Context: an optimization exercise on an open-source flow, tuned for small area, a short achievable clock period and few clock cycles. The choices shown serve that exercise and are no tape-out recipe.
In this exercise RTL edits were held to simulation tests only and were not proved equivalent to the original.

==> inputs of wip/quartz <==
Design cu_compensate, start of the top module:
module cu_compensate (
    input  wire               clk,
    input  wire               rst,
    input  wire               start,
    input  wire        [15:0] cal_t1,      
    input  wire signed [15:0] cal_t2,
    input  wire signed [15:0] cal_t3,
    input  wire        [15:0] cal_p1,      
    input  wire signed [15:0] cal_p2,
    input  wire signed [15:0] cal_p3,
    input  wire signed [15:0] cal_p4,
    input  wire signed [15:0] cal_p5,
    input  wire signed [15:0] cal_p6,
    input  wire signed [15:0] cal_p7,
    input  wire signed [15:0] cal_p8,
    input  wire signed [15:0] cal_p9,
    input  wire        [19:0] adc_t,
    input  wire        [19:0] adc_p,
    output reg                done,
    output wire               err,         
    output wire        [31:0] temp,        
    output wire        [31:0] press_q8,    
    output wire        [24:0] press_pa     
);
    localparam W = 76;
  ...
export LEC_CHECK = 0
export CAP_MARGIN = 20
export CORE_MARGIN = 2
export CORE_UTILIZATION = 40
export SLEW_MARGIN = 20
create_clock -name core_clock -period 25.0 [get_ports {clk}]
standard.sh (not shown) runs the stock make flow with config.mk's settings and CLKGATE_MAP_FILE= SYNTH_SCRIPT=/design/flow/synth_recipe.tcl, a recipe that flattens the netlist after the stock synthesis.
==> flow/flow/run.sh <==
#!/bin/bash
# Layout flow: the standard flow (standard.sh, standard synthesis unchanged) with five
# changes to how the layout is made: global placement packs cells to a density of 0.75, the port buffers are buf_1 cells instead of delay
# buffers, the timing repair steps aim for 18.5 ns of setup slack at the design's period,
# clock tree synthesis clusters up to 18 flip-flops per leaf buffer, and the repair after
# global routing estimates wires 20% heavier (flow/grt_rc.tcl).
# make's full output goes to flow.log; each ORFS step keeps its own log under orfs/logs.
set -uo pipefail
bash standard.sh BUFFER_PORTS_ARGS="-buffer_cell sky130_fd_sc_hd__buf_1" \
  SETUP_SLACK_MARGIN=18.5 CTS_CLUSTER_SIZE=18 CTS_CLUSTER_DIAMETER=100 PLACE_DENSITY=0.75 \
  PRE_GLOBAL_ROUTE_TCL="$PWD/flow/grt_rc.tcl" finish > flow.log 2>&1
==> flow/flow/grt_rc.tcl <==
set_layer_rc -layer li1  -capacitance [expr 1.2 * 1.499e-04]   -resistance [expr 1.2 * 7.176e-02]
set_layer_rc -layer met1 -capacitance [expr 1.2 * 1.72375E-04] -resistance [expr 1.2 * 8.929e-04]
set_layer_rc -layer met2 -capacitance [expr 1.2 * 1.36233E-04] -resistance [expr 1.2 * 8.929e-04]
set_layer_rc -layer met3 -capacitance [expr 1.2 * 2.14962E-04] -resistance [expr 1.2 * 1.567e-04]
set_layer_rc -layer met4 -capacitance [expr 1.2 * 1.48128E-04] -resistance [expr 1.2 * 1.567e-04]
set_layer_rc -layer met5 -capacitance [expr 1.2 * 1.54087E-04] -resistance [expr 1.2 * 1.781e-05]
set_wire_rc -signal -layer met1
set_wire_rc -clock -layer met3
==> inputs of wip/sierra, as changes to wip/quartz <==
==> flow/flow/run.sh (replaced) <==
#!/bin/bash
# Layout flow: the standard flow (standard.sh, standard synthesis script unchanged) with
# three changes to how the layout is made: ABC maps with its area script, the port buffers
# are buf_1 cells instead of delay buffers, and the timing repair steps aim for 18.5 ns of
# setup slack at the design's period.
# make's full output goes to flow.log; each ORFS step keeps its own log under orfs/logs.
set -uo pipefail
bash standard.sh BUFFER_PORTS_ARGS="-buffer_cell sky130_fd_sc_hd__buf_1" \
  SETUP_SLACK_MARGIN=18.5 ABC_AREA=1 finish > flow.log 2>&1
removed: flow/flow/grt_rc.tcl
==> inputs of wip/harbor, as changes to wip/quartz <==
--- a/flow/design.v
+++ b/flow/design.v
@@ -164,22 +164,21 @@
     reg  [2:0]  c_asel;
     reg  [2:0]  c_bsel;
     reg  [3:0]  c_k;
     reg  [3:0]  c_wb;
     wire        dneg_v;
     wire        dbig;         
     wire        q1, q2;
     reg  [5:0]  state_x;
-    always @(*) state_n = (state == S_IDLE && start) ? S_TA : state_x;
+    always @(*) state_n = (state == S_IDLE && start) ? S_TC : state_x;
     always @(*) begin
         state_x = state; j_n = j; pass2_n = pass2;
         case (state)
             S_IDLE: ;
-            S_TA:   state_x = S_TC;
             S_TC:   state_x = S_TB;
             S_TB:   state_x = S_TD;
             S_TD:   state_x = S_TDW;
             S_TDW:  state_x = S_TF;
             S_TF:   state_x = S_TE;
             S_TE:   begin state_x = S_XS; j_n = 2'd0; end         
             S_XS:   begin j_n = j + 2'd1; if (c_last) begin j_n = 2'd0; state_x = S_XSW; end end
             S_XSW:  state_x = S_ZS;
@@ -242,18 +241,18 @@
                                                (cnt == 6'd15) ? S_PB :
                                                (cnt == 6'd16) ? state_x : S_DIVF) : state_x;
     wire        wvn = WV | (state == S_DIVF);
     wire        edn = wvn ? ew[j_n] : ed[j_n];
     always @(*) begin
         n_msel = M_ZERO; n_vxor = 1'b0; n_mneg = 2'd0; n_last = 1'b0;
         n_off = 2'd0; n_asel = A_ZERO; n_bsel = B_ZERO; n_k = K_NONE; n_wb = WB_NONE;
         case (state_d)
-            S_TC: begin n_msel = M_SLO; n_wb = WB_SA2S; end
-            S_TB: begin n_msel = M_CREG2; n_bsel = B_B3; n_wb = WB_ACC; end
+            S_IDLE: begin n_msel = M_SLO; n_wb = WB_SA2S; end                   
+            S_TB: begin n_msel = M_CREG; n_bsel = B_B3; n_wb = WB_ACC; end        
             S_TD: begin n_msel = M_CREG; n_asel = A_TV1; n_k = K_TD; n_wb = WB_PV1; end
             S_TF: begin n_msel = M_CREG; n_bsel = B_S20; n_wb = WB_V; end
             S_XS: begin
                 n_msel = M_VD; n_last = (j_n != 2'd0) && evn; n_off = j_n;
                 n_asel = (j_n == 2'd0) ? A_ZERO : A_ACC;
                 n_k = (j_n == 2'd0) ? K_XS0 : K_NONE;           
                 n_wb = n_last ? WB_XL : WB_ACC;
             end
@@ -279,17 +278,17 @@
                 n_bsel = (j_n == 2'd0) ? B_ND : B_ZERO;
                 n_k = (j_n == 2'd0) ? K_MS0 : K_NONE;
                 n_wb = n_last ? WB_ML : WB_ACC;
             end
             S_PAF:  begin n_msel = M_CREG; n_wb = (state == S_DIVF) ? WB_VW : WB_D; end
             S_PAS0: begin n_msel = M_CREG; n_wb = WB_ACC; end
             S_PAS1: begin n_msel = M_CREG; n_off = 2'd1; n_asel = A_ACC; n_wb = WB_DCK; end
             S_PB: begin
-                n_msel = wvn ? M_VH : M_DD;
+                n_msel = wvn ? M_VD : M_DD;                   
                 if (pass2_n) begin
                     n_off = j_n; n_asel = A_ACC; n_last = edn;
                 end else begin
                     n_off = (j_n == 2'd0) ? 2'd0 : j_n - 2'd1;
                     n_asel = (j_n == 2'd0) ? A_ZERO : (j_n == 2'd1) ? A_DROP : A_ACC;
                     n_last = (j_n != 2'd0) && edn;
                 end
                 n_wb = (n_last && (pass2_n || !D_slow)) ? WB_ACK : WB_ACC;
@@ -309,50 +308,49 @@
     always @(posedge clk) begin
         c_mneg <= n_mneg; c_last <= n_last;
         c_off <= n_off; c_asel <= n_asel; c_bsel <= n_bsel; c_k <= n_k;
         if (rst) c_wb <= WB_NONE;
         else     c_wb <= n_wb;
     end
     wire last = c_last;
     wire mneg = c_mneg[0];
-    reg  [3:0]  jv;           
+    reg  [4:0]  jv;           
+    reg         vpc;          
     reg  [8:0]  mv;           
     reg         vxr;          
     always @(posedge clk) begin
-        jv  <= 4'd1 << j_n;
+        jv  <= 5'd1 << ({1'b0, j_n} + ((state_d == S_PB && wvn) ? 3'd2 : 3'd0));
+        vpc <= n_vxor;
         mv  <= 9'd1 << n_msel;
         vxr <= n_vxor & sgnQ;
     end
     wire [16:0] vdig0 = ({17{jv[0]}} & V[16:0])  | ({17{jv[1]}} & V[33:17])
-                      | ({17{jv[2]}} & V[50:34]) | ({17{jv[3]}} & V[67:51]);
-    wire        vsgn0 = (jv[0] & V[17]) | (jv[1] & V[34]) | (jv[2] & V[51]) | (jv[3] & V[68]);
+                      | ({17{jv[2]}} & V[50:34]) | ({17{jv[3]}} & V[67:51])
+                      | ({17{jv[4]}} & {{9{V[W-1]}}, V[W-1:68]});
+    wire        vsgn0 = (jv[0] & V[17]) | (jv[1] & V[34]) | (jv[2] & V[51]) | (jv[3] & V[68])
+                      | (jv[4] & V[W-1]);
     wire [16:0] vdig = vdig0 ^ {17{vxr}};
-    wire        vsgn = WV ? vxr : (vsgn0 ^ vxr);     
-    wire [16:0] hdig = ({17{jv[0]}} & V[50:34]) | ({17{jv[1]}} & V[67:51])
-                     | ({17{jv[2] | jv[3]}} & {{9{V[W-1]}}, V[W-1:68]});
-    wire        hsgn = (jv[0] & V[51]) | (jv[1] & V[68]) | ((jv[2] | jv[3]) & V[W-1]);
+    wire        vsgn = (WV & vpc) ? vxr : (vsgn0 ^ vxr);   
     wire [16:0] ddig = ({17{jv[0]}} & D[16:0])  | ({17{jv[1]}} & D[33:17])
                      | ({17{jv[2]}} & D[50:34]) | ({17{jv[3]}} & {{14{D[53]}}, D[53:51]});
     wire        dsgn = (jv[0] & D[17]) | (jv[1] & D[34]) | (jv[2] & D[51]) | (jv[3] & D[53]);
     wire [17:0] M = ({18{mv[M_CREG]}}  & CREG[17:0])
-                  | ({18{mv[M_CREG2]}} & {CREG[16:0], 1'b0})
                   | ({18{mv[M_FIVE]}}  & 18'd5)
-                  | ({18{mv[M_SLO]}}   & S[17:0])
+                  | ({18{mv[M_SLO]}}   & S[21:4])           
                   | ({18{mv[M_VD]}}    & {last & vsgn, vdig})
                   | ({18{mv[M_DD]}}    & {last & dsgn, ddig})
-                  | ({18{mv[M_ACC]}}   & {1'b0, ACC[16:0]})
-                  | ({18{mv[M_VH]}}    & {last & hsgn, hdig});
+                  | ({18{mv[M_ACC]}}   & {1'b0, ACC[16:0]});
     wire [43:0] cr_s = {{24{CREG[19]}}, CREG};
     wire [43:0] br_s = {{28{BREG[15]}}, BREG};
     wire [43:0] cr_z = {24'd0, CREG};
     reg  [43:0] bb;
     always @(*) begin
         case (c_bsel)
-            B_B3:  bb = b3 ? cr_s : 44'd0;
+            B_B3:  bb = b3 ? cr_s << 3 : 44'd0;
             B_S20: bb = br_s << 20;
             B_S17: bb = br_s << 17;
             B_ONE: bb = 44'd1;
             B_N14: bb = ~(cr_z << 14);                       
             B_ND:  bb = sgnQ ? ~{2'b00, D[41:0]} : 44'd0;   
             B_S14: bb = cr_s << 14;
             default: bb = 44'd0;
         endcase
@@ -368,26 +366,28 @@
             default: cn = CN0;
         endcase
     end
     wire [44:0] Ps, Pc;
     cu_booth_mul u_mul (.s(S), .m(M), .neg(mneg), .brow(brow), .cn(cn), .ps(Ps), .pc(Pc));
     reg [44:0] PSR, PCR;
     reg [3:0]  off2;          
     reg [5:0]  asel2;         
+    reg        ahi2;          
     reg [3:0]  wb2;
     reg [3:0]  k2;
     always @(posedge clk) begin
         PSR   <= Ps;
         PCR   <= Pc;
         off2  <= 4'd1 << c_off;
         asel2 <= 6'd1 << c_asel;
+        ahi2  <= (c_asel == A_ACC) | (c_asel == A_TV1);
         k2    <= c_k;
-        if (rst) wb2 <= WB_NONE;
-        else     wb2 <= c_wb;
+        if (rst || state == S_IDLE) wb2 <= WB_NONE;    
+        else                        wb2 <= c_wb;
     end
     wire [44:0] PSRs = {~PSR[44], PSR[43:0]};                  
     wire [W-1:0] Psp = ({W{off2[0]}} & {{31{~PSR[44]}}, PSRs})
                      | ({W{off2[1]}} & {{14{~PSR[44]}}, PSRs, 17'd0})
                      | ({W{off2[2]}} & {PSRs[41:0], 34'd0})
                      | ({W{off2[3]}} & {PSRs[24:0], 51'd0});
     wire [W-1:0] Pcp = ({W{off2[0]}} & {31'd0, PCR})
                      | ({W{off2[1]}} & {14'd0, PCR, 17'd0})
@@ -398,19 +398,19 @@
         case (k2)
             K_TE:  ka = 76'd640128;
             K_XS0: ka = 76'd1 << 55;
             K_ZS0: ka = sgnZ ? (76'd1 << 33) - 76'd1 : 76'd0;
             K_MS0: ka = {75'd0, sgnQ};
             default: ka = 76'd0;
         endcase
     end
-    wire [W-1:0] Aterm = ({W{asel2[A_ACC]}}  & ACC)
+    wire [W-1:0] Aterm = ({W{ahi2}}          & {ACC[W-1:14], 14'd0})
+                       | ({W{asel2[A_ACC]}}  & {{(W-14){1'b0}}, ACC[13:0]})
                        | ({W{asel2[A_DROP]}} & {{17{ACC[W-1]}}, ACC[W-1:17]})
-                       | ({W{asel2[A_TV1]}}  & {ACC[W-4:11], 14'd0})
                        | ({W{asel2[A_C1]}}   & {ACC[W-12:8], 19'd0})
                        | ({W{asel2[A_N35]}}  & ~({{(W-16){BREG[15]}}, BREG} << 35))     
                        | ka;
     wire [W-1:0] T = Psp + Pcp + Aterm;
     wire Asame41 = (ACC[W-1:41] == {(W-41){ACC[W-1]}});
     wire Asame62 = (ACC[W-1:62] == {(W-62){ACC[W-1]}});
     reg  chk41, chk63;        
     reg         dfast;        
@@ -441,18 +441,17 @@
             C_P8: cin = {{4{cal_p8[15]}}, cal_p8};
             C_P9: cin = {{4{cal_p9[15]}}, cal_p9};
             default: cin = adc_p;
         endcase
     end
     always @(*) begin
         csel = C_T1; cload = 1'b0;
         case (state)
-            S_IDLE: begin csel = C_T1; cload = start; end
-            S_TA:   begin csel = C_T2; cload = 1'b1; end
+            S_IDLE: begin csel = C_T2; cload = start; end
             S_TB:   begin csel = C_T3; cload = 1'b1; end
             S_TD:   begin csel = C_P2; cload = 1'b1; end
             S_TDW:  begin csel = C_P3; cload = 1'b1; end
             S_TF:   begin csel = C_P5; cload = 1'b1; end
             S_TE:   begin csel = C_P6; cload = 1'b1; end
             S_XSW:  begin csel = C_P4; cload = 1'b1; end
             S_NS:   begin csel = (j == 2'd0) ? C_AP : C_P9; cload = (j == 2'd0) | last; end
             S_PAF:  begin csel = C_P8; cload = 1'b1; end
@@ -463,17 +462,17 @@
             S_PAS1: begin csel = C_P8; cload = 1'b1; end
             S_PB:   begin csel = C_P7; cload = last & (pass2 | ~D_slow); end
             default: ;
         endcase
     end
     wire [W-1:0] Vsx = V ^ {W{sgnQ}};                
     wire [23:0]  ph_lo = {7'd0, Vsx[29:13]};
     wire [23:0]  ph_hi = Vsx[53:30];
-    wire [16:0]  a_sub = {1'b0, S[15:0]} - {1'b0, CREG[15:0]};     
+    wire [16:0]  a_in = {1'b0, adc_t[19:4]} - {1'b0, cal_t1};       
     always @(posedge clk) begin
         if (cload) begin
             CREG <= cin;
             BREG <= CREG[15:0];
         end
         state <= rst ? S_IDLE : state_n;
         j     <= j_n;
         pass2 <= pass2_n;
@@ -483,22 +482,21 @@
             done  <= 1'b0;
             sgnZ  <= 1'b0;            
             sgnN  <= 1'b0;
         end else begin
             done <= 1'b0;
             if ((chk41 && !Asame41) || (chk63 && !Asame62)) errp <= 1'b1;
             case (state)
                 S_IDLE: if (start) begin
-                    S  <= {8'd0, adc_t[19:4]};
+                    S  <= {{3{a_in[16]}}, a_in, 4'd0};            
                     b3 <= adc_t[3];
                     errp <= 1'b0;
                     WV <= 1'b0;
                 end
-                S_TA: S <= {{7{a_sub[16]}}, a_sub};
                 S_XSW: S <= {8'd0, cal_p1};                      
                 S_ZS: if (last) S <= TC;                         
                 S_NS: if (last) S <= 24'd3125;
                 S_MS: if (last) S <= TC;                         
                 S_MSW: cnt <= 6'd0;
                 S_DIVF: begin
                     cnt <= cnt + 6'd1;
                     if (cnt == 6'd16 && last)                       
@@ -553,17 +551,17 @@
                 S_ERRX: begin
                     errr <= 1'b1;
                     done <= 1'b1;
                 end
                 default: ;
             endcase
             case (wb2)
                 WB_ACC:  ACC <= T;
-                WB_SA2S: S <= T[35:12];
+                WB_SA2S: S <= T[39:16];                           
                 WB_PV1: begin
                     S <= T[37:14];
                     TC <= T[37:14];
                 end
                 WB_TC:   TC <= {6'd0, T[25:8]};
                 WB_V:    V <= T;
                 WB_XL: begin
                     ACC <= T;
==> flow/flow/run.sh (replaced) <==
#!/bin/bash
# Layout flow: the standard flow (standard.sh, standard synthesis unchanged) with four
# changes to how the layout is made: the port buffers are buf_1 cells instead of delay
# buffers, the timing repair steps aim for 18.5 ns of setup slack at the design's period,
# clock tree synthesis clusters up to 18 flip-flops per leaf buffer, and the repair after
# global routing estimates wires 20% heavier (flow/grt_rc.tcl).
# make's full output goes to flow.log; each ORFS step keeps its own log under orfs/logs.
set -uo pipefail
bash standard.sh BUFFER_PORTS_ARGS="-buffer_cell sky130_fd_sc_hd__buf_1" \
  SETUP_SLACK_MARGIN=18.5 CTS_CLUSTER_SIZE=18 CTS_CLUSTER_DIAMETER=100 \
  PRE_GLOBAL_ROUTE_TCL="$PWD/flow/grt_rc.tcl" finish > flow.log 2>&1
==> summary.txt <==
metric	wip/sierra	wip/harbor	wip/quartz
Total length of routed met2 wires	140000 µm	120000 µm	117000 µm
Count of buffer and inverter cells on the critical path	4	1	1
Final instance area	61300 µm²	59400 µm²	58300 µm²
Launching point of the worst reg2reg path	asel2[3]	ACC[16]	asel2[2]
Hold Path Depth	0	0	1
Signal buffers share of area	0.0456	0.0664	0.0653
HPWL after detailed placement	272000 µm	216000 µm	209000 µm
Area fraction in and, or, nand and nor cells after synthesis	0.211	0.138	0.131
Run status	timing/DRC/antenna clean	timing/DRC/antenna clean	timing/DRC/antenna clean
DIE HEIGHT	377 µm	367 µm	366 µm
Hold Path Origin	c_k[0]	c_k[3]	c_wb[3]
Final worst path period share	0.265	0.283	0.259
Testbench counts of wip/quartz, summed over its fixed seeds: cycles 16,128.
Testbench counts of wip/sierra, summed over its fixed seeds: cycles 16,128.
Testbench counts of wip/harbor, summed over its fixed seeds: cycles 15,744.

==> what the ideal ports hide <==
No port has a modelled driver above. Below, the same layouts with a new extraction and two added sets of constraints. Step 1 sets driving cells, clkbuf_16 on the clock port and buf_2 on the other inputs (assumed; they add their load-dependent delay and slew). Step 2 adds t to the input delays and takes it off the output delays; t is the mean of the earliest and latest rising clock arrival at the registers after step 1. Input paths then give back, and output paths get back, about the clock's delay inside the block. a / b / c = ideal / step 1 / step 2; a / b = the first two.
run | t (ns) | setup WS [ns] | worst hold slack (ns) | worst data-port slew with drivers (ns)
wip/quartz | 0.680 | 18.537 / 18.459 / 18.005 | 0.426 / 0.426 / 0.426 | 0.18
wip/sierra | 0.823 | 18.386 / 18.386 / 17.874 | 0.390 / 0.390 / 0.390 | 0.22
wip/harbor | 0.701 | 17.934 / 17.968 / 17.268 | 0.405 / 0.405 / 0.405 | 0.09
After both steps every run listed still meets setup and hold. For wip/harbor, which loses most, drivers alone change the setup slack by +0.034 ns; drivers and shift together by -0.666 ns.
